This design comes from an exercise in tuning for small area, a short achievable clock period and few clock cycles per item on the open sky130 flow, not from production work.
The RTL was checked by simulation tests, not by an equivalence proof against the original design.

$ cat flow/design.v
module blade_fmul_s1 (
    input  wire [31:0] a,
    input  wire [31:0] b,
    output wire [47:0] prod,    
    output wire [9:0]  e,       
    output wire [4:0]  lz,      
    output wire        sy,
    output wire [1:0]  spec     
);
    wire [7:0]  ea = a[30:23];
    wire [7:0]  eb = b[30:23];
    wire        a_zero = (a[30:0] == 0);
    wire        b_zero = (b[30:0] == 0);
    wire        a_inf  = (ea == 8'hFF) && (a[22:0] == 0);
    wire        b_inf  = (eb == 8'hFF) && (b[22:0] == 0);
    wire        a_nan  = (ea == 8'hFF) && (a[22:0] != 0);
    wire        b_nan  = (eb == 8'hFF) && (b[22:0] != 0);
    wire        a_sub  = (ea == 0);
    wire        b_sub  = (eb == 0);
    assign sy = a[31] ^ b[31];
    assign spec = (a_nan || b_nan || (a_inf && b_zero) || (b_inf && a_zero)) ? 2'd1 :
                  (a_inf || b_inf)                                          ? 2'd2 :
                  (a_zero || b_zero || (a_sub && b_sub))                    ? 2'd3 : 2'd0;
    function [4:0] lzc23(input [22:0] v);
        integer i;
        reg found;
        begin
            lzc23 = 5'd23;
            found = 1'b0;
            for (i = 22; i >= 0; i = i - 1) begin
                if (!found && v[i]) begin
                    lzc23 = 5'd23 - i[4:0];
                    found = 1'b1;
                end
            end
        end
    endfunction
    wire [22:0] fs = a_sub ? a[22:0] : b[22:0];
    assign lz = (a_sub || b_sub) ? lzc23(fs) : 5'd0;
    assign prod = {!a_sub, a[22:0]} * {!b_sub, b[22:0]};
    assign e    = {2'd0, ea} + {2'd0, eb} + {9'd0, a_sub} + {9'd0, b_sub}
                  - 10'd127 - {5'd0, lz};
endmodule
module blade_fmul_s2 (
    input  wire [47:0] prod,
    input  wire [9:0]  e,
    input  wire [4:0]  lz,
    input  wire        sy,
    input  wire [1:0]  spec,
    output reg  [31:0] y
);
    wire [47:0] pl  = prod << lz;
    wire        hi  = pl[47];
    wire [47:0] nrm = hi ? pl : {pl[46:0], 1'b0};       
    wire [9:0]  ex  = e + {9'd0, hi};
    wire        tiny = ex[9] || (ex == 0);              
    wire [9:0]  r   = 10'd1 - ex;                        
    wire [4:0]  rs  = (r > 10'd26) ? 5'd26 : r[4:0];
    wire [51:0] wide = {nrm[47:22], 26'd0} >> rs;
    wire        st_lo = |nrm[21:0];
    reg [23:0] m;
    reg        g, st, rnd;
    reg [7:0]  ef;
    always @* begin
        if (tiny) begin
            m  = wide[51:28];
            g  = wide[27];
            st = (|wide[26:0]) | st_lo;
            ef = 8'd0;
        end else begin
            m  = nrm[47:24];
            g  = nrm[23];
            st = (|nrm[22:0]);
            ef = ex[7:0];
        end
        rnd = g & (st | m[0]);
        case (spec)
            2'd1: y = 32'h7FC00000;
            2'd2: y = {sy, 8'hFF, 23'd0};
            2'd3: y = {sy, 31'd0};
            default:
                if (!ex[9] && ex > 10'd254) y = {sy, 8'hFF, 23'd0};
                else                        y = {sy, ef, m[22:0]} + {31'd0, rnd};
        endcase
    end
endmodule
module blade_fmul (
    input  wire [31:0] a,
    input  wire [31:0] b,
    output wire [31:0] y
);
    wire [47:0] prod;
    wire [9:0]  e;
    wire [4:0]  lz;
    wire        sy;
    wire [1:0]  spec;
    blade_fmul_s1 u1 (.a(a), .b(b), .prod(prod), .e(e), .lz(lz), .sy(sy), .spec(spec));
    blade_fmul_s2 u2 (.prod(prod), .e(e), .lz(lz), .sy(sy), .spec(spec), .y(y));
endmodule
module blade_fadd_s1 (
    input  wire [31:0] a,
    input  wire [31:0] b,
    input  wire        sub,
    output wire [23:0] mp,      
    output reg  [26:0] bl,      
    output wire        eff_sub,
    output wire [7:0]  xp,      
    output wire        sp,      
    output wire        zs,      
    output wire        nan,
    output wire        inf,
    output wire        is       
);
    wire [31:0] bb = {b[31] ^ sub, b[30:0]};
    wire a_max = (a[30:23] == 8'hFF);
    wire b_max = (bb[30:23] == 8'hFF);
    wire a_nan = a_max && (a[22:0] != 0);
    wire b_nan = b_max && (bb[22:0] != 0);
    wire a_inf = a_max && (a[22:0] == 0);
    wire b_inf = b_max && (bb[22:0] == 0);
    assign nan = a_nan || b_nan || (a_inf && b_inf && (a[31] != bb[31]));
    assign inf = a_inf || b_inf;
    assign is  = a_inf ? a[31] : bb[31];
    assign zs  = a[31] & bb[31];
    wire        swap = bb[30:0] > a[30:0];
    wire [31:0] p = swap ? bb : a;
    wire [31:0] q = swap ? a : bb;
    wire        p_n = p[30:23] != 0;
    wire        q_n = q[30:23] != 0;
    assign      mp = {p_n, p[22:0]};
    wire [23:0] mq = {q_n, q[22:0]};
    wire [7:0]  d  = p[30:23] - q[30:23] - {7'd0, q_n ^ p_n};
    assign      eff_sub = p[31] ^ q[31];
    assign xp = p_n ? p[30:23] : 8'd1;
    assign sp = p[31];
    reg [4:0]  ds;
    reg [50:0] qw;
    always @* begin
        ds = (d > 8'd26) ? 5'd26 : d[4:0];
        qw = {mq, 27'd0} >> ds;
        bl = {qw[50:27], qw[26], qw[25], |qw[24:0]};
    end
endmodule
module blade_fadd_s2 (
    input  wire [23:0] mp,
    input  wire [26:0] bl,
    input  wire        eff_sub,
    input  wire [7:0]  xp,
    input  wire        sp,
    input  wire        zs,
    input  wire        nan,
    input  wire        inf,
    input  wire        is,
    output reg  [31:0] y
);
    function [4:0] lzc27(input [26:0] v);
        integer i;
        reg found;
        begin
            lzc27 = 5'd27;
            found = 1'b0;
            for (i = 26; i >= 0; i = i - 1) begin
                if (!found && v[i]) begin
                    lzc27 = 5'd26 - i[4:0];
                    found = 1'b1;
                end
            end
        end
    endfunction
    wire [27:0] S = eff_sub ? ({1'b0, mp, 3'b000} - {1'b0, bl}) : ({1'b0, mp, 3'b000} + {1'b0, bl});
    reg [26:0] N;
    reg [8:0]  e;
    reg [4:0]  lz, ls;
    reg [7:0]  xm1;
    reg [23:0] m;
    reg        rnd;
    reg [7:0]  ef;
    always @* begin
        lz  = lzc27(S[26:0]);
        xm1 = xp - 8'd1;
        ls  = ({3'd0, lz} < xp) ? lz : xm1[4:0];
        if (S[27]) begin
            N = S[27:1] | {26'd0, S[0]};
            e = {1'b0, xp} + 9'd1;
        end else begin
            N = S[26:0] << ls;
            e = {1'b0, xp} - {4'd0, ls};
        end
        m   = N[26:3];
        rnd = N[2] & (N[1] | N[0] | m[0]);
        ef  = m[23] ? e[7:0] : 8'd0;
        if (nan)
            y = 32'h7FC00000;
        else if (inf)
            y = {is, 8'hFF, 23'd0};
        else if (S == 0)
            y = {zs, 31'd0};
        else if (e[8] || e[7:0] == 8'hFF)
            y = {sp, 8'hFF, 23'd0};
        else
            y = {sp, ef, m[22:0]} + {31'd0, rnd};
    end
endmodule
module blade_fadd (
    input  wire [31:0] a,
    input  wire [31:0] b,
    input  wire        sub,
    output wire [31:0] y
);
    wire [23:0] mp;
    wire [26:0] bl;
    wire        eff_sub;
    wire [7:0]  xp;
    wire        sp, zs, nan, inf, is;
    blade_fadd_s1 u1 (.a(a), .b(b), .sub(sub), .mp(mp), .bl(bl), .eff_sub(eff_sub), .xp(xp),
                      .sp(sp), .zs(zs), .nan(nan), .inf(inf), .is(is));
    blade_fadd_s2 u2 (.mp(mp), .bl(bl), .eff_sub(eff_sub), .xp(xp), .sp(sp), .zs(zs), .nan(nan), .inf(inf), .is(is), .y(y));
endmodule
module blade_biquad (
    input  wire        clk,
    input  wire        rst,
    input  wire        cmd_valid,
    output wire        cmd_ready,
    input  wire        cmd_clear,
    input  wire [31:0] cmd_x0,
    input  wire [31:0] cmd_x1,
    input  wire [31:0] cmd_b0,
    input  wire [31:0] cmd_b1,
    input  wire [31:0] cmd_b2,
    input  wire [31:0] cmd_a1,
    input  wire [31:0] cmd_a2,
    output reg         rsp_valid,
    output reg  [31:0] rsp_y0,
    output reg  [31:0] rsp_y1
);
    reg [12:1] f;
    reg [20:1] g;
    reg        clr_ok;
    wire fast_cond = (cmd_b1[30:0] == 31'd0) &&
                     (cmd_b2 == {~cmd_b0[31], cmd_b0[30:0]}) &&
                     (cmd_x0[30:23] != 8'hFF) && (cmd_x1[30:23] != 8'hFF);
    wire fast_busy = |f;
    wire gbusy     = |g;
    wire fast_slot = !(|f[5:1]) && !f[7] && !f[8] && !gbusy;
    wire start_f   = cmd_valid && !cmd_clear && fast_cond && fast_slot;
    wire start_g   = cmd_valid && !cmd_clear && !fast_cond && !fast_busy && !gbusy;
    assign cmd_ready = f[3] || g[15] || clr_ok;
    wire clear_acc = clr_ok && cmd_valid;    
    wire [12:0] fN = rst ? 13'd0 : {f[12:1], start_f};    
    wire [20:0] gN = rst ? 21'd0 : {g[20:1], start_g};
    reg ld_x1, ld_b1, ld_b2;                        
    reg m_y0, m_y1, m_a1, m_a2;                     
    reg a_s1_0, a_s1_1, a_s2_0, a_s2_1, a_tb0;      
    reg b_tn, b_tz_0, b_tb0, b_tb1, a_sub;          
    reg lat_a, lat_z, lat_zb;                       
    reg tb0_pm, tb1_pm, tb_neg;                     
    reg [2:0] a_dst;                                
    reg       a_lane;                               
    localparam [2:0] D_NONE = 3'd0, D_Y0 = 3'd1, D_Y1 = 3'd2, D_S1_0 = 3'd3,
                     D_S1_1 = 3'd4, D_S2_0 = 3'd5, D_S2_1 = 3'd6, D_TB = 3'd7;
    always @(posedge clk) begin
        ld_x1  <= fN[2] || gN[8] || gN[11] || gN[14];
        ld_b1  <= gN[2] || gN[11];
        ld_b2  <= gN[5] || gN[14];
        m_y0   <= fN[4] || fN[5] || gN[4] || gN[7];
        m_y1   <= fN[7] || fN[8] || gN[13] || gN[16];
        m_a1   <= fN[4] || fN[7] || gN[4] || gN[13];
        m_a2   <= fN[5] || fN[8] || gN[7] || gN[16];
        a_s1_0 <= fN[2] || gN[2];
        a_s1_1 <= fN[5] || gN[11];
        a_s2_0 <= fN[6] || gN[8];
        a_s2_1 <= fN[9] || gN[17];
        a_tb0  <= fN[7] || gN[6] || gN[9];
        b_tn   <= fN[6] || fN[9];
        b_tz_0 <= fN[6];
        b_tb0  <= gN[8];
        b_tb1  <= gN[17];
        a_sub  <= fN[7] || fN[10] || gN[6] || gN[9] || gN[15] || gN[18];
        lat_a  <= fN[2] || gN[0];
        lat_z  <= fN[2];
        lat_zb <= fN[8];
        tb0_pm <= fN[2] || gN[5] || gN[8];
        tb1_pm <= fN[5] || gN[14] || gN[17];
        tb_neg <= fN[2] || fN[5];
        a_dst  <= (fN[2] || gN[2])   ? D_Y0   :
                  (fN[5] || gN[11])  ? D_Y1   :
                  (fN[6] || gN[8])   ? D_S1_0 :
                  (fN[7] || gN[9])  ? D_S2_0 :
                  (fN[9] || gN[17]) ? D_S1_1 :
                  (fN[10] || gN[18]) ? D_S2_1 :
                  (gN[6] || gN[15])  ? D_TB   : D_NONE;
        a_lane <= gN[15];
    end
    reg [31:0] areg, breg;           
    reg [31:0] a1r, a2r;             
    reg [31:0] pm;                   
    reg [31:0] tb0, tb1;             
    reg [31:0] s1_0, s1_1, s2_0, s2_1;
    reg        zA0, zA1, zB1;        
    wire [31:0] mul_a = m_y0 ? rsp_y0 : m_y1 ? rsp_y1 : areg;
    wire [31:0] mul_b = m_a1 ? a1r : m_a2 ? a2r : breg;
    wire [47:0] m_prod;
    wire [9:0]  m_e;
    wire [4:0]  m_lz;
    wire        m_sy;
    wire [1:0]  m_spec;
    blade_fmul_s1 u_m1 (.a(mul_a), .b(mul_b), .prod(m_prod), .e(m_e), .lz(m_lz),
                        .sy(m_sy), .spec(m_spec));
    reg  [47:0] mr_prod;
    reg  [9:0]  mr_e;
    reg  [4:0]  mr_lz;
    reg         mr_sy;
    reg  [1:0]  mr_spec;
    wire [31:0] m_y;
    blade_fmul_s2 u_m2 (.prod(mr_prod), .e(mr_e), .lz(mr_lz), .sy(mr_sy), .spec(mr_spec),
                        .y(m_y));
    wire        b_tz    = b_tz_0 ? zA0 : zB1;
    wire        pm_zero = (pm[30:0] == 31'd0);
    wire        tn_sign = pm_zero ? (~pm[31] & b_tz) : ~pm[31];
    wire [31:0] add_a = a_s1_0 ? s1_0 : a_s1_1 ? s1_1 : a_s2_0 ? s2_0 :
                        a_s2_1 ? s2_1 : a_tb0 ? tb0 : tb1;
    wire [31:0] add_b = b_tn  ? {tn_sign, pm[30:0]} :
                        b_tb0 ? tb0 : b_tb1 ? tb1 : pm;
    wire [23:0] a_mp;
    wire [26:0] a_bl;
    wire        a_es;
    wire [7:0]  a_xp;
    wire        a_sp, a_zs, a_nan, a_inf, a_is;
    blade_fadd_s1 u_a1 (.a(add_a), .b(add_b), .sub(a_sub), .mp(a_mp), .bl(a_bl),
                        .eff_sub(a_es), .xp(a_xp), .sp(a_sp), .zs(a_zs), .nan(a_nan),
                        .inf(a_inf), .is(a_is));
    reg  [23:0] ar_mp;
    reg  [26:0] ar_bl;
    reg         ar_es;
    reg  [7:0]  ar_xp;
    reg         ar_sp, ar_zs, ar_nan, ar_inf, ar_is;
    reg  [2:0]  ar_dst;
    reg         ar_lane;
    wire [31:0] a_y;
    blade_fadd_s2 u_a2 (.mp(ar_mp), .bl(ar_bl), .eff_sub(ar_es), .xp(ar_xp), .sp(ar_sp),
                        .zs(ar_zs), .nan(ar_nan), .inf(ar_inf), .is(ar_is), .y(a_y));
    always @(posedge clk) begin
        mr_prod <= m_prod;
        mr_e    <= m_e;
        mr_lz   <= m_lz;
        mr_sy   <= m_sy;
        mr_spec <= m_spec;
        pm      <= m_y;
        ar_mp   <= a_mp;
        ar_bl   <= a_bl;
        ar_es   <= a_es;
        ar_xp   <= a_xp;
        ar_sp   <= a_sp;
        ar_zs   <= a_zs;
        ar_nan  <= a_nan;
        ar_inf  <= a_inf;
        ar_is   <= a_is;
        ar_lane <= a_lane;
        areg <= ld_x1 ? cmd_x1 : cmd_x0;
        breg <= ld_b1 ? cmd_b1 : ld_b2 ? cmd_b2 : cmd_b0;
        if (lat_a) begin
            a1r <= cmd_a1;
            a2r <= cmd_a2;
        end
        if (lat_z) begin
            zA0 <= cmd_b1[31] ^ cmd_x0[31];
            zA1 <= cmd_b1[31] ^ cmd_x1[31];
        end
        if (lat_zb)
            zB1 <= zA1;
        if (tb0_pm)
            tb0 <= {pm[31] ^ tb_neg, pm[30:0]};
        else if (ar_dst == D_TB && !ar_lane)
            tb0 <= a_y;
        if (tb1_pm)
            tb1 <= {pm[31] ^ tb_neg, pm[30:0]};
        else if (ar_dst == D_TB && ar_lane)
            tb1 <= a_y;
        if (ar_dst == D_Y0) rsp_y0 <= a_y;
        if (ar_dst == D_Y1) rsp_y1 <= a_y;
        f <= fN[11:0];
        g <= gN[19:0];
        if (rst) begin
            clr_ok    <= 1'b0;
            rsp_valid <= 1'b0;
            ar_dst    <= D_NONE;
            s1_0      <= 32'd0;
            s1_1      <= 32'd0;
            s2_0      <= 32'd0;
            s2_1      <= 32'd0;
        end else begin
            ar_dst <= a_dst;
            clr_ok <= cmd_valid && cmd_clear && !clear_acc && !gbusy &&
                      !(|f[11:1]);
            rsp_valid <= f[7] || g[15];
            if (clear_acc) begin
                s1_0 <= 32'd0;
                s1_1 <= 32'd0;
                s2_0 <= 32'd0;
                s2_1 <= 32'd0;
            end else begin
                if (ar_dst == D_S1_0) s1_0 <= a_y;
                if (ar_dst == D_S1_1) s1_1 <= a_y;
                if (ar_dst == D_S2_0) s2_0 <= a_y;
                if (ar_dst == D_S2_1) s2_1 <= a_y;
            end
        end
    end
endmodule
$ cat flow/config.mk
export PLATFORM = sky130hd
export DESIGN_NAME = blade_biquad
export DESIGN_NICKNAME = blade_biquad
export VERILOG_FILES = /design/flow/design.v
export SDC_FILE = /design/flow/constraint.sdc
export NUM_CORES = 4
export LEC_CHECK = 0
export CAP_MARGIN = 20
export CORE_MARGIN = 2
export CORE_UTILIZATION = 40
export PLACE_DENSITY = 0.6
export SLEW_MARGIN = 20
$ cat flow/run.sh
#!/bin/bash
# synth_recipe.tcl (not shown) runs the flow's synth.tcl, then flattens the netlist and writes it again
# the make line also repeats each setting of config.mk as NAME=value (left out here)
make -C /OpenROAD-flow-scripts/flow DESIGN_CONFIG=/design/flow/config.mk WORK_HOME=/design/flow/orfs CLKGATE_MAP_FILE= SYNTH_SCRIPT=/design/flow/synth_recipe.tcl finish
$ cat flow/constraint.sdc
create_clock -name core_clock -period 24.0 [get_ports {clk}]
set_input_delay 4.8000 -clock core_clock [delete_from_list [all_inputs] [get_ports {clk}]]
set_output_delay 4.8000 -clock core_clock [all_outputs]
set_load 0.01 [all_outputs]
==> results of run 1 <==
[kinds of logic (layout without fill, tap and decap cells)]
family                   Yosys count  count (layout)  share of synthesized area
AND/OR/NAND/NOR                 2424            2424                      0.184
AO/OA/AOI/OAI                   1486            1486                      0.163
buffers and inverters           1071            1236                     0.0700
adder cells (fa/ha/maj)          796             796                      0.233
flip-flops                       609             609                      0.241
multiplexers                     404             404                     0.0803
XOR/XNOR                         191             191                     0.0287
other                              0               2                          0
[synthesized netlist by cell type, drive strengths merged (43+ instances only)]
library cell and n:
dfxtp 414, mux2i 268, a211oi 56, clkbuf 290
mux2 93, nor4 69, nor2 710, nand2 1056
nand3 104, edfxtp 195, inv 677, ha 307
xor2 76, fa 489, and2 60, o211ai 64
mux4 43, o21ai 333, nand4 63, a22oi 54
o31ai 56, a21oi 494, buf 101, nor3 107
nor2b 53, xnor2 115, a21o 47, o21a 67
[flip-flops by register name, summed over array words and instances, names as in the netlist, 20 cells and up]
name     flops
tb1         32
tb0         32
ar_bl       27
breg        32
s1_0        32
rsp_y0      32
rsp_y1      32
a2r         32
pm          32
mr_prod     48
g           20
ar_mp       24
areg        32
a1r         32
s2_1        32
s2_0        32
s1_1        32
[worst max-delay path: cells and delay by family (launching register included)]
family | cells | cell delay (ps)
flops | 1 | 310
simple gates | 13 | 4320
compound gates | 6 | 2060
buf+inv | 3 | 1460
fa+ha+maj | 2 | 590
xor+xnor | 2 | 800
mux | 4 | 1670
[worst max-delay path by stage]
stage	start	end	slack [ps]
after global placement	mr_lz[0]	pm[23]	12730
after global routing	mr_lz[0]	pm[28]	11670
after floorplan	a_tb0	ar_bl[0]	12910
after detailed placement	mr_lz[0]	pm[23]	12760
final	mr_lz[0]	pm[23]	12580
after CTS	mr_lz[0]	pm[23]	12670
[layout make-up]
type,instances,share of cell area
timing repair buffer,425,0.0595
sequential,609,0.215
antenna,2,0.0000758
clock buffer,96,0.0298
multi-input combinational,5301,0.614
inverter,680,0.0386
tap,1917,0.0363
clock inverter,35,0.00661
[routing by layer]
metal | vias up | wire length, µm | share of wire
met2 | 2946 | 96800 | 0.42
met5 | - | 40 | 0.00018
li1 | 24100 | - | -
met1 | 25899 | 94800 | 0.42
met4 | 6 | 12200 | 0.053
met3 | 489 | 24400 | 0.11
[metrics by stage]
step,utilization,setup WS [ps],instance area [µm²],instances
2_1_floorplan,-,12910,58600,6981
3_3_place_gp,0.437,12730,63600,8931
3_5_place_dp,0.437,12760,63600,8932
4_1_cts,0.454,12670,66000,9063
5_1_grt,0.454,11670,66000,9064
6_report,0.454,12580,66000,9065
==> results.txt, run 1 <==
- Max-Cap Viols: 0
- Clock tree from TritonCTS: done
- Count of clock tree sinks: roughly 600
- First-pass GRT wire length: between 300000 and 400000 µm
- Post-Route Hold Slack: 387 ps
- Number of synthesis warnings: 5
- Most Used Layer, Global Route: met2
- Fraction of layout instances using a drive strength above 1: 0.0732
- Crit path capture type: register
- Number of nets in the final layout: 8112
- Unique masters post-synth: 121
- Category of the critical setup timing path: register to register
- Total vias in the final route: roughly 53000
- Post-route clock period utilization: 0.476
- Commonest cells after routing, fill and taps aside: 1052 x sky130_fd_sc_hd__nand2_1, 707 x sky130_fd_sc_hd__nor2_1, 673 x sky130_fd_sc_hd__inv_1
- Most frequent standard cell in the layout excluding fill and tap cells: sky130_fd_sc_hd__nand2_1
- Accumulated negative setup slack: 0 ps
- Startpoint kind of the worst setup timing path: register
- Sequential standard cell area: 0.0142 mm²
- Root Driver: sky130_fd_sc_hd__clkbuf_16
- Clock buffers created by TritonCTS: 71
- Number of antenna violations at the first check in global routing: 16
- Minimum clock period: 11420 ps
- Met1 track demand over resource in global routing: 0.405
- Site Rows: 140
- Drt wl/cell: 25.2 µm
- Flop and latch count out of synthesis: just over 600
- Post-synthesis sequential area ratio: 0.241
- Count of final setup violators: 0
- Met3 global-route usage: 0.0707
- Synthesized instance count: around 7000
- Post-CTS Hold Fix Bufs: 0
- Number of max-slew violations in the final report: 0
- Area of the core region: between 0.1 and 0.15 mm²
- Starting DRC count in detailed routing: slightly above 6000
- Routed wire length: approximately 230000 µm
- Die extent in x: approximately 390 µm
- Area of the multi-input gates: between 0.04 and 0.05 mm²
- Slew at the pin closest to its max-slew limit: 1200 ps
- Cell taking the most area after synthesis: sky130_fd_sc_hd__fa_1
- Maximum clock path buffer count: 3
- Weighted congestion at the end of routability-driven global placement: approximately 1
- Area growth, synth to finish: 12.7%
- Number of enable-type register cells in the synthesized netlist: 195
- Number of global-route vias before repair: slightly above 50000
- CTS HTree Levels: 3
- Total congestion overflow after global routing: 0
- Post-Syn Area: roughly 0.06 mm²
- Residual antenna-violating net count after detailed routing: 0
- Skew-Pair Late Insertion Delay: approximately 700 ps
- Mean cell area of the mapped netlist: 8.39 µm²
- Terminating pin of the worst hold path: ar_lane
- Starting density of the core: 0.402
- DP HPWL: about 180000 µm
- Global routing usage on met2: 0.442
- Vert. Die Dim: roughly 390 µm
- Via/cell ratio: a little under 6
- Pin count of the biggest net entering global routing: 82
- Worst-case register-to-register setup slack: around 13000 ps
- Worst rel slew slack: 0.199
- Hold-critical path depth: 0
- Count of filler cells inserted in the layout: 14414
- Arrival time of data at the critical path endpoint: about 12000 ps
- Final clock skew: roughly 53 ps
- Count of buffers added by post-CTS timing repair for setup: 0
- Io pins: 294
- Number of cells on the worst reg-to-reg path: 30
- All-Layer GR Usage: 0.298
- Highest cell delay on the worst timing path: about 710 ps
- First-pass iteration count of the detailed router: 8
- Req. time, crit path: 24530 ps
- Largest driver fanout on the critical path: 52
- Most used flip-flop cell after synthesis: sky130_fd_sc_hd__dfxtp_1
- Post-cts repair resize count: 0
- Synth async-reset ratio: 0
- Highest attainable clock frequency: ~88 MHz
- Number of remaining DRC errors: 0
- HP Start: g[16]
- Cells taking the most area after synthesis: sky130_fd_sc_hd__fa_1 17%, sky130_fd_sc_hd__dfxtp_1 14%, sky130_fd_sc_hd__edfxtp_1 10%
- Share of the synthesized area in the top cell type: 0.167
- Endpoints failing hold: 0
- Post-Syn Nets: 8005
- Result of the run: finished clean
- Reg2Reg Capture Point: pm[23]
- Count of input and output buffers: roughly 290
- Setup repair after global routing missed its margin: no
- Die Footprint: between 0.1 and 0.15 mm²
- Startpoint of the most critical register-to-register path: mr_lz[0]
- Clock Pin Slew Worst Setup and Hold Paths: approximately 60 ps
- Classification of the worst-slack hold path: register to register
- Slowest CP cell: sky130_fd_sc_hd__or4b_2
Testbench counts, summed over its fixed seeds: cycles 28,824, items 4,800.
==> run 2: changes to the inputs <==
--- a/flow/design.v
+++ b/flow/design.v
@@ -131,3 +131,7 @@
     wire [23:0] mq = {q_n, q[22:0]};
-    wire [7:0]  d  = p[30:23] - q[30:23] - {7'd0, q_n ^ p_n};
+    wire [7:0]  xa = (a[30:23] == 0) ? 8'd1 : a[30:23];
+    wire [7:0]  xb = (bb[30:23] == 0) ? 8'd1 : bb[30:23];
+    wire [7:0]  dab = xa - xb;
+    wire [7:0]  dba = xb - xa;
+    wire [7:0]  d  = swap ? dba : dab;
     assign      eff_sub = p[31] ^ q[31];
@@ -155,21 +159,50 @@
 );
-    function [4:0] lzc27(input [26:0] v);
-        integer i;
-        reg found;
+    wire [27:0] S = eff_sub ? ({1'b0, mp, 3'b000} - {1'b0, bl}) : ({1'b0, mp, 3'b000} + {1'b0, bl});
+    wire [7:0]  xm1 = xp - 8'd1;
+    wire [26:0] lim = (xm1 <= 8'd26) ? (27'h4000000 >> xm1[4:0]) : 27'd0;
+    wire [31:0] v   = {S[26:0] | lim, 5'b11111};
+    function [1:0] lzc2(input [1:0] x);
+        lzc2 = {x == 2'b00, x == 2'b01};
+    endfunction
+    function [2:0] lzc4(input [3:0] x);
+        reg [1:0] h, l;
         begin
-            lzc27 = 5'd27;
-            found = 1'b0;
-            for (i = 26; i >= 0; i = i - 1) begin
-                if (!found && v[i]) begin
-                    lzc27 = 5'd26 - i[4:0];
-                    found = 1'b1;
-                end
-            end
+            h = lzc2(x[3:2]);
+            l = lzc2(x[1:0]);
+            lzc4 = h[1] ? {l[1], 1'b1, l[0]} : {1'b0, h};
         end
     endfunction
-    wire [27:0] S = eff_sub ? ({1'b0, mp, 3'b000} - {1'b0, bl}) : ({1'b0, mp, 3'b000} + {1'b0, bl});
+    function [3:0] lzc8(input [7:0] x);
+        reg [2:0] h, l;
+        begin
+            h = lzc4(x[7:4]);
+            l = lzc4(x[3:0]);
+            lzc8 = h[2] ? {l[2], 1'b1, l[1:0]} : {1'b0, h};
+        end
+    endfunction
+    function [4:0] lzc16(input [15:0] x);
+        reg [3:0] h, l;
+        begin
+            h = lzc8(x[15:8]);
+            l = lzc8(x[7:0]);
+            lzc16 = h[3] ? {l[3], 1'b1, l[2:0]} : {1'b0, h};
+        end
+    endfunction
+    function [5:0] lzc32(input [31:0] x);
+        reg [4:0] h, l;
+        begin
+            h = lzc16(x[31:16]);
+            l = lzc16(x[15:0]);
+            lzc32 = h[4] ? {l[4], 1'b1, l[3:0]} : {1'b0, h};
+        end
+    endfunction
+    wire [5:0]  lzv = lzc32(v);         
+    wire [4:0]  ls  = lzv[4:0];
+    wire [26:0] n16 = ls[4] ? {S[10:0], 16'd0} : S[26:0];
+    wire [26:0] n8  = ls[3] ? {n16[18:0], 8'd0} : n16;
+    wire [26:0] n4  = ls[2] ? {n8[22:0], 4'd0} : n8;
+    wire [26:0] n2  = ls[1] ? {n4[24:0], 2'd0} : n4;
+    wire [26:0] n1  = ls[0] ? {n2[25:0], 1'd0} : n2;
     reg [26:0] N;
     reg [8:0]  e;
-    reg [4:0]  lz, ls;
-    reg [7:0]  xm1;
     reg [23:0] m;
@@ -178,5 +211,2 @@
     always @* begin
-        lz  = lzc27(S[26:0]);
-        xm1 = xp - 8'd1;
-        ls  = ({3'd0, lz} < xp) ? lz : xm1[4:0];
         if (S[27]) begin
@@ -185,3 +215,3 @@
         end else begin
-            N = S[26:0] << ls;
+            N = n1;
             e = {1'b0, xp} - {4'd0, ls};
@@ -236,3 +266,3 @@
     reg [12:1] f;
-    reg [20:1] g;
+    reg [17:1] g;
     reg        clr_ok;
@@ -246,8 +276,7 @@
     wire start_g   = cmd_valid && !cmd_clear && !fast_cond && !fast_busy && !gbusy;
-    assign cmd_ready = f[3] || g[15] || clr_ok;
+    assign cmd_ready = f[3] || g[9] || clr_ok;
     wire clear_acc = clr_ok && cmd_valid;    
-    wire [12:0] fN = rst ? 13'd0 : {f[12:1], start_f};    
-    wire [20:0] gN = rst ? 21'd0 : {g[20:1], start_g};
-    reg ld_x1, ld_b1, ld_b2;                        
-    reg m_y0, m_y1, m_a1, m_a2;                     
+    wire [11:0] fN = rst ? 12'd0 : {f[11:1], start_f};
+    wire [16:0] gN = rst ? 17'd0 : {g[16:1], start_g};
+    reg ld_x1, ld_b1, ld_b2, ld_y, hold_a, ld_a1, ld_a2;  
     reg a_s1_0, a_s1_1, a_s2_0, a_s2_1, a_tb0;      
@@ -261,14 +290,14 @@
     always @(posedge clk) begin
-        ld_x1  <= fN[2] || gN[8] || gN[11] || gN[14];
-        ld_b1  <= gN[2] || gN[11];
-        ld_b2  <= gN[5] || gN[14];
-        m_y0   <= fN[4] || fN[5] || gN[4] || gN[7];
-        m_y1   <= fN[7] || fN[8] || gN[13] || gN[16];
-        m_a1   <= fN[4] || fN[7] || gN[4] || gN[13];
-        m_a2   <= fN[5] || fN[8] || gN[7] || gN[16];
+        ld_x1  <= fN[2] || gN[6] || gN[7] || gN[8];
+        ld_b1  <= gN[0] || gN[7];
+        ld_b2  <= gN[1] || gN[8];
+        ld_y   <= fN[3] || fN[6] || gN[3] || gN[10];
+        hold_a <= fN[4] || fN[7] || gN[4] || gN[11];
+        ld_a1  <= fN[3] || fN[6] || gN[3] || gN[10];
+        ld_a2  <= fN[4] || fN[7] || gN[4] || gN[11];
         a_s1_0 <= fN[2] || gN[2];
-        a_s1_1 <= fN[5] || gN[11];
+        a_s1_1 <= fN[5] || gN[9];
         a_s2_0 <= fN[6] || gN[8];
-        a_s2_1 <= fN[9] || gN[17];
-        a_tb0  <= fN[7] || gN[6] || gN[9];
+        a_s2_1 <= fN[9] || gN[15];
+        a_tb0  <= fN[7] || gN[6] || gN[14];
         b_tn   <= fN[6] || fN[9];
@@ -276,4 +305,4 @@
         b_tb0  <= gN[8];
-        b_tb1  <= gN[17];
-        a_sub  <= fN[7] || fN[10] || gN[6] || gN[9] || gN[15] || gN[18];
+        b_tb1  <= gN[15];
+        a_sub  <= fN[7] || fN[10] || gN[6] || gN[7] || gN[13] || gN[14];
         lat_a  <= fN[2] || gN[0];
@@ -281,13 +310,13 @@
         lat_zb <= fN[8];
-        tb0_pm <= fN[2] || gN[5] || gN[8];
-        tb1_pm <= fN[5] || gN[14] || gN[17];
+        tb0_pm <= fN[2] || gN[3] || gN[11];
+        tb1_pm <= fN[5] || gN[4] || gN[10];
         tb_neg <= fN[2] || fN[5];
         a_dst  <= (fN[2] || gN[2])   ? D_Y0   :
-                  (fN[5] || gN[11])  ? D_Y1   :
+                  (fN[5] || gN[9])   ? D_Y1   :
                   (fN[6] || gN[8])   ? D_S1_0 :
-                  (fN[7] || gN[9])  ? D_S2_0 :
-                  (fN[9] || gN[17]) ? D_S1_1 :
-                  (fN[10] || gN[18]) ? D_S2_1 :
-                  (gN[6] || gN[15])  ? D_TB   : D_NONE;
-        a_lane <= gN[15];
+                  (fN[7] || gN[7])   ? D_S2_0 :
+                  (fN[9] || gN[15])  ? D_S1_1 :
+                  (fN[10] || gN[14]) ? D_S2_1 :
+                  (gN[6] || gN[13])  ? D_TB   : D_NONE;
+        a_lane <= gN[13];
     end
@@ -299,4 +328,2 @@
     reg        zA0, zA1, zB1;        
-    wire [31:0] mul_a = m_y0 ? rsp_y0 : m_y1 ? rsp_y1 : areg;
-    wire [31:0] mul_b = m_a1 ? a1r : m_a2 ? a2r : breg;
     wire [47:0] m_prod;
@@ -306,3 +333,3 @@
     wire [1:0]  m_spec;
-    blade_fmul_s1 u_m1 (.a(mul_a), .b(mul_b), .prod(m_prod), .e(m_e), .lz(m_lz),
+    blade_fmul_s1 u_m1 (.a(areg), .b(breg), .prod(m_prod), .e(m_e), .lz(m_lz),
                         .sy(m_sy), .spec(m_spec));
@@ -358,4 +385,5 @@
         ar_lane <= a_lane;
-        areg <= ld_x1 ? cmd_x1 : cmd_x0;
-        breg <= ld_b1 ? cmd_b1 : ld_b2 ? cmd_b2 : cmd_b0;
+        if (!hold_a)
+            areg <= ld_y ? a_y : ld_x1 ? cmd_x1 : cmd_x0;
+        breg <= ld_a1 ? a1r : ld_a2 ? a2r : ld_b1 ? cmd_b1 : ld_b2 ? cmd_b2 : cmd_b0;
         if (lat_a) begin
@@ -381,3 +409,3 @@
         f <= fN[11:0];
-        g <= gN[19:0];
+        g <= gN[16:0];
         if (rst) begin
@@ -394,3 +422,3 @@
                       !(|f[11:1]);
-            rsp_valid <= f[7] || g[15];
+            rsp_valid <= f[7] || g[11];
             if (clear_acc) begin
--- a/flow/config.mk
+++ b/flow/config.mk
@@ -7,2 +7,3 @@
 export LEC_CHECK = 0
+export ABC_AREA = 1
 export CAP_MARGIN = 20
==> run 2 against run 1 <==
Effect of this change:
- largest cell class unchanged
- highest routed layer unchanged
- still clean
- clock skew fell by 4.0 ps
- clock-buffer cell count rose by 5
==> results.txt, run 2 <==
- Result of the run: finished clean
- Classification of the worst-slack hold path: register to register
- Category of the critical setup timing path: register to register
- Residual antenna-violating net count after detailed routing: 0
- CTS HTree Levels: 3
- Count of input and output buffers: between 200 and 300
- Mean cell area of the mapped netlist: roughly 7.0 µm²
- Routed wire length: 233000 µm
- Synthesized instance count: between 8000 and 9000
- Number of synthesis warnings: 5
- Crit path capture type: register
- Area of the core region: approximately 0.15 mm²
- Flip-flop count of the largest register after layout: 48
- XOR/XNOR Fraction of Synth Area: 0.0186
- Synth async-reset ratio: 0
- Post-Syn Area: between 0.06 and 0.07 mm²
- Count of filler cells inserted in the layout: about 16000
- Setup repair after global routing missed its margin: no
- Number of antenna violations at the first check in global routing: 13
- Number of enable-type register cells in the synthesized netlist: ~230
- Count of clock tree sinks: 604
- Synth Area in Compound Gates: 0.115
- Count of final setup violators: 0
- Most used flip-flop cell after synthesis: sky130_fd_sc_hd__dfxtp_1
- Maximum clock path buffer count: 3
- Clock tree from TritonCTS: done
- Number of global-route vias before repair: ~58000
- Io pins: 294
- Flop and latch count out of synthesis: ~600
- Highest attainable clock frequency: 111 MHz
- Root Driver: sky130_fd_sc_hd__clkbuf_16
- Pin count of the biggest net entering global routing: between 90 and 100
- Number of nets in the final layout: between 9000 and 10000
- First-pass iteration count of the detailed router: 6
- Startpoint kind of the worst setup timing path: register
- Most flop-heavy register: mr_prod
- Post-cts repair resize count: 0
- First-pass GRT wire length: 352000 µm
- Most used standard cells in the synthesized netlist: 2320 x sky130_fd_sc_hd__nand2_1, 1403 x sky130_fd_sc_hd__inv_1, 642 x sky130_fd_sc_hd__nand3_1
- Total vias in the final route: between 50000 and 60000
- Most frequent standard cell in the layout excluding fill and tap cells: sky130_fd_sc_hd__nand2_1
- Fraction of the mapped netlist area in simple logic gates: 0.280
- Area growth, synth to finish: 11.4%
- DP HPWL: between 150000 and 200000 µm
- Final clock skew: 48.8 ps
- Arrival time of data at the critical path endpoint: 9610 ps
- Minimum clock period: 9020 ps
- Req. time, crit path: 24580 ps
- Endpoints failing hold: 0
- Slew at the pin closest to its max-slew limit: approximately 1200 ps
- Largest family of logic cells by synthesized area: simple AND/OR/NAND/NOR gates
- Worst rel slew slack: 0.199
- Number of max-slew violations in the final report: 0
- Unique masters post-synth: 77
- Weighted congestion at the end of routability-driven global placement: around 1.0
- Cell taking the most area after synthesis: sky130_fd_sc_hd__fa_1
- All-Layer GR Usage: 0.295
- Site Rows: 142
- Clock Pin Slew Worst Setup and Hold Paths: about 60 ps
- Multiplexer share of the synthesized area: 0.00412
- Via/cell ratio: 5.42
- Accumulated negative setup slack: 0 ps
- Cells taking the most area after synthesis: sky130_fd_sc_hd__fa_1 16%, sky130_fd_sc_hd__nand2_1 14%, sky130_fd_sc_hd__dfxtp_1 12%
- Post-synthesis sequential area ratio: 0.237
- Post-CTS Hold Fix Bufs: 0
- Starting density of the core: 0.404
- Die extent in x: around 390 µm
- Largest driver fanout on the critical path: 36
- Fraction of layout instances using a drive strength above 1: 0.0475
- Max-Cap Viols: 0
- Vert. Die Dim: just under 400 µm
- Total congestion overflow after global routing: 0
- Commonest cells after routing, fill and taps aside: 2319 x sky130_fd_sc_hd__nand2_1, 1400 x sky130_fd_sc_hd__inv_1, 642 x sky130_fd_sc_hd__nand3_1
- Post-Syn Nets: around 9700
- Adder and majority cell fraction of the synthesized area: 0.227
- Clock buffers created by TritonCTS: 71
- Starting DRC count in detailed routing: approximately 5700
- Number of remaining DRC errors: 0
- Most frequent cell after synthesis: sky130_fd_sc_hd__nand2_1
- Share of the synthesized area in the top cell type: 0.161
- Post-route clock period utilization: 0.376
- Skew-Pair Late Insertion Delay: approximately 690 ps
- Drt wl/cell: ~21 µm
- Die Footprint: roughly 0.15 mm²
- Count of buffers added by post-CTS timing repair for setup: 0
run 2: changes by cell type after synthesis, sizes merged, moves of 53 or more:
cell | before | now
nand2 | 1056 | 2366
inv | 677 | 1431
nand3 | 104 | 664
o21ai | 333 | 601
mux2i | 268 | 25
mux2 | 93 | 0
xnor2 | 115 | 35
and2 | 60 | 3
nand4 | 63 | 120
a211oi | 56 | 3
nor2b | 53 | 0
run 2: path summary, 6_finish.rpt:
kind / startpoint / slack [ps] / to / cells past startpoint
worst min-delay path: g[14] / 370 / ar_lane / 0
worst max-delay path: g[9] / 14980 / ar_bl[0] / 27
worst max register to register: g[9] / 14980 / ar_bl[0] / 27
worst min register to register: g[14] / 370 / ar_lane / 0
run 2: area by class of cell:
| type | count | area, µm² | area share |
|---|---|---|---|
| antenna | 3 | 7.51 | 0.000111 |
| clock buffer | 101 | 1980 | 0.0292 |
| clock inverter | 28 | 343 | 0.00507 |
| inverter | 1449 | 5440 | 0.0804 |
| multi-input combinational | 6227 | 39200 | 0.580 |
| sequential | 604 | 14400 | 0.212 |
| tap | 2016 | 2520 | 0.0373 |
| timing repair buffer | 405 | 3780 | 0.0558 |
run 2: per-layer routing:
metal | part of all wire | vias to the layer above | routed length [µm] | global-route usage
li1 | - | 27706 | - | -
met3 | 0.080 | 461 | 18700 | 0.0503
met4 | 0.041 | 8 | 9560 | 0.107
met5 | 0.00018 | - | 43 | 0
met1 | 0.42 | 28053 | 98000 | 0.389
met2 | 0.46 | 2539 | 106000 | 0.483
run 2: through the flow:
step	instances	hold WS (ps)	setup WS [ps]	util	cell area, µm²
final	10833	365	14980	0.450	67700
after global routing	10831	369	14330	0.450	67600
after CTS	10829	362	15020	0.450	67600
after detailed placement	10700	349	15010	0.435	65300
after global placement	10700	345	15080	0.435	65300
after floorplan	8710	331	16710	-	60700
run 2: cell families (layout without fill, tap and decap cells):
family                   after synthesis  count (layout)
AO/OA/AOI/OAI                       1282            1282
XOR/XNOR                             128             128
multiplexers                          25              25
flip-flops                           604             604
AND/OR/NAND/NOR                     3986            3986
buffers and inverters               1879            1983
adder cells (fa/ha/maj)              806             806
other                                  0               3
run 2: critical path: stages, from the launching register on:
cell and delay (ps):
sky130_fd_sc_hd__dfxtp_1 1030, sky130_fd_sc_hd__nor2_1 240, sky130_fd_sc_hd__nor2_1 850, sky130_fd_sc_hd__inv_1 710, sky130_fd_sc_hd__a22oi_1 820, sky130_fd_sc_hd__ha_1 280, sky130_fd_sc_hd__nand2_1 110, sky130_fd_sc_hd__nor4_1 430
sky130_fd_sc_hd__nand3_1 210, sky130_fd_sc_hd__a21boi_4 520, sky130_fd_sc_hd__buf_4 410, sky130_fd_sc_hd__nand2_1 80, sky130_fd_sc_hd__nand2_1 100, sky130_fd_sc_hd__nor2_1 50, sky130_fd_sc_hd__nand2_1 600, sky130_fd_sc_hd__nand2_1 220
sky130_fd_sc_hd__nor2_2 120, sky130_fd_sc_hd__buf_4 310, sky130_fd_sc_hd__clkinv_1 690, sky130_fd_sc_hd__nand3_1 310, sky130_fd_sc_hd__nand2_1 120, sky130_fd_sc_hd__o21ai_0 270, sky130_fd_sc_hd__nor2_1 70, sky130_fd_sc_hd__nand2_1 70
sky130_fd_sc_hd__nor2_1 40, sky130_fd_sc_hd__nand2_1 50, sky130_fd_sc_hd__nand2_1 40, sky130_fd_sc_hd__nand2_1 140
Testbench counts of run 2, summed over its fixed seeds: cycles 28,824, items 4,800.

==> afterwards: timing with drivers on the ports <==
Ports are ideal in the flow. The routed layouts listed here were re-timed in OpenROAD. Step 1 assumes that a clkbuf_16 drives the clock port and a buf_2 every other input. Step 2, shift: input delay + t, output delay - t, t = (earliest + latest rising clock arrival at the registers) / 2. This alone moves slack from input paths to output paths. Three values: no drivers, after step 1, after step 2; two values: the first two.
run | t, ns | slack for setup (ns) | hold WS [ns] | worst setup path at the end | slew at the worst register clock pin (ns)
run 1 | 0.749 | 12.582 / 12.582 / 12.582 | 0.387 / 0.387 / 0.387 | register to register | 0.07 / 0.07
run 2 | 0.748 | 14.976 / 14.976 / 14.976 | 0.365 / 0.365 / 0.365 | register to register | 0.07 / 0.07
After both steps every run listed still meets setup and hold.
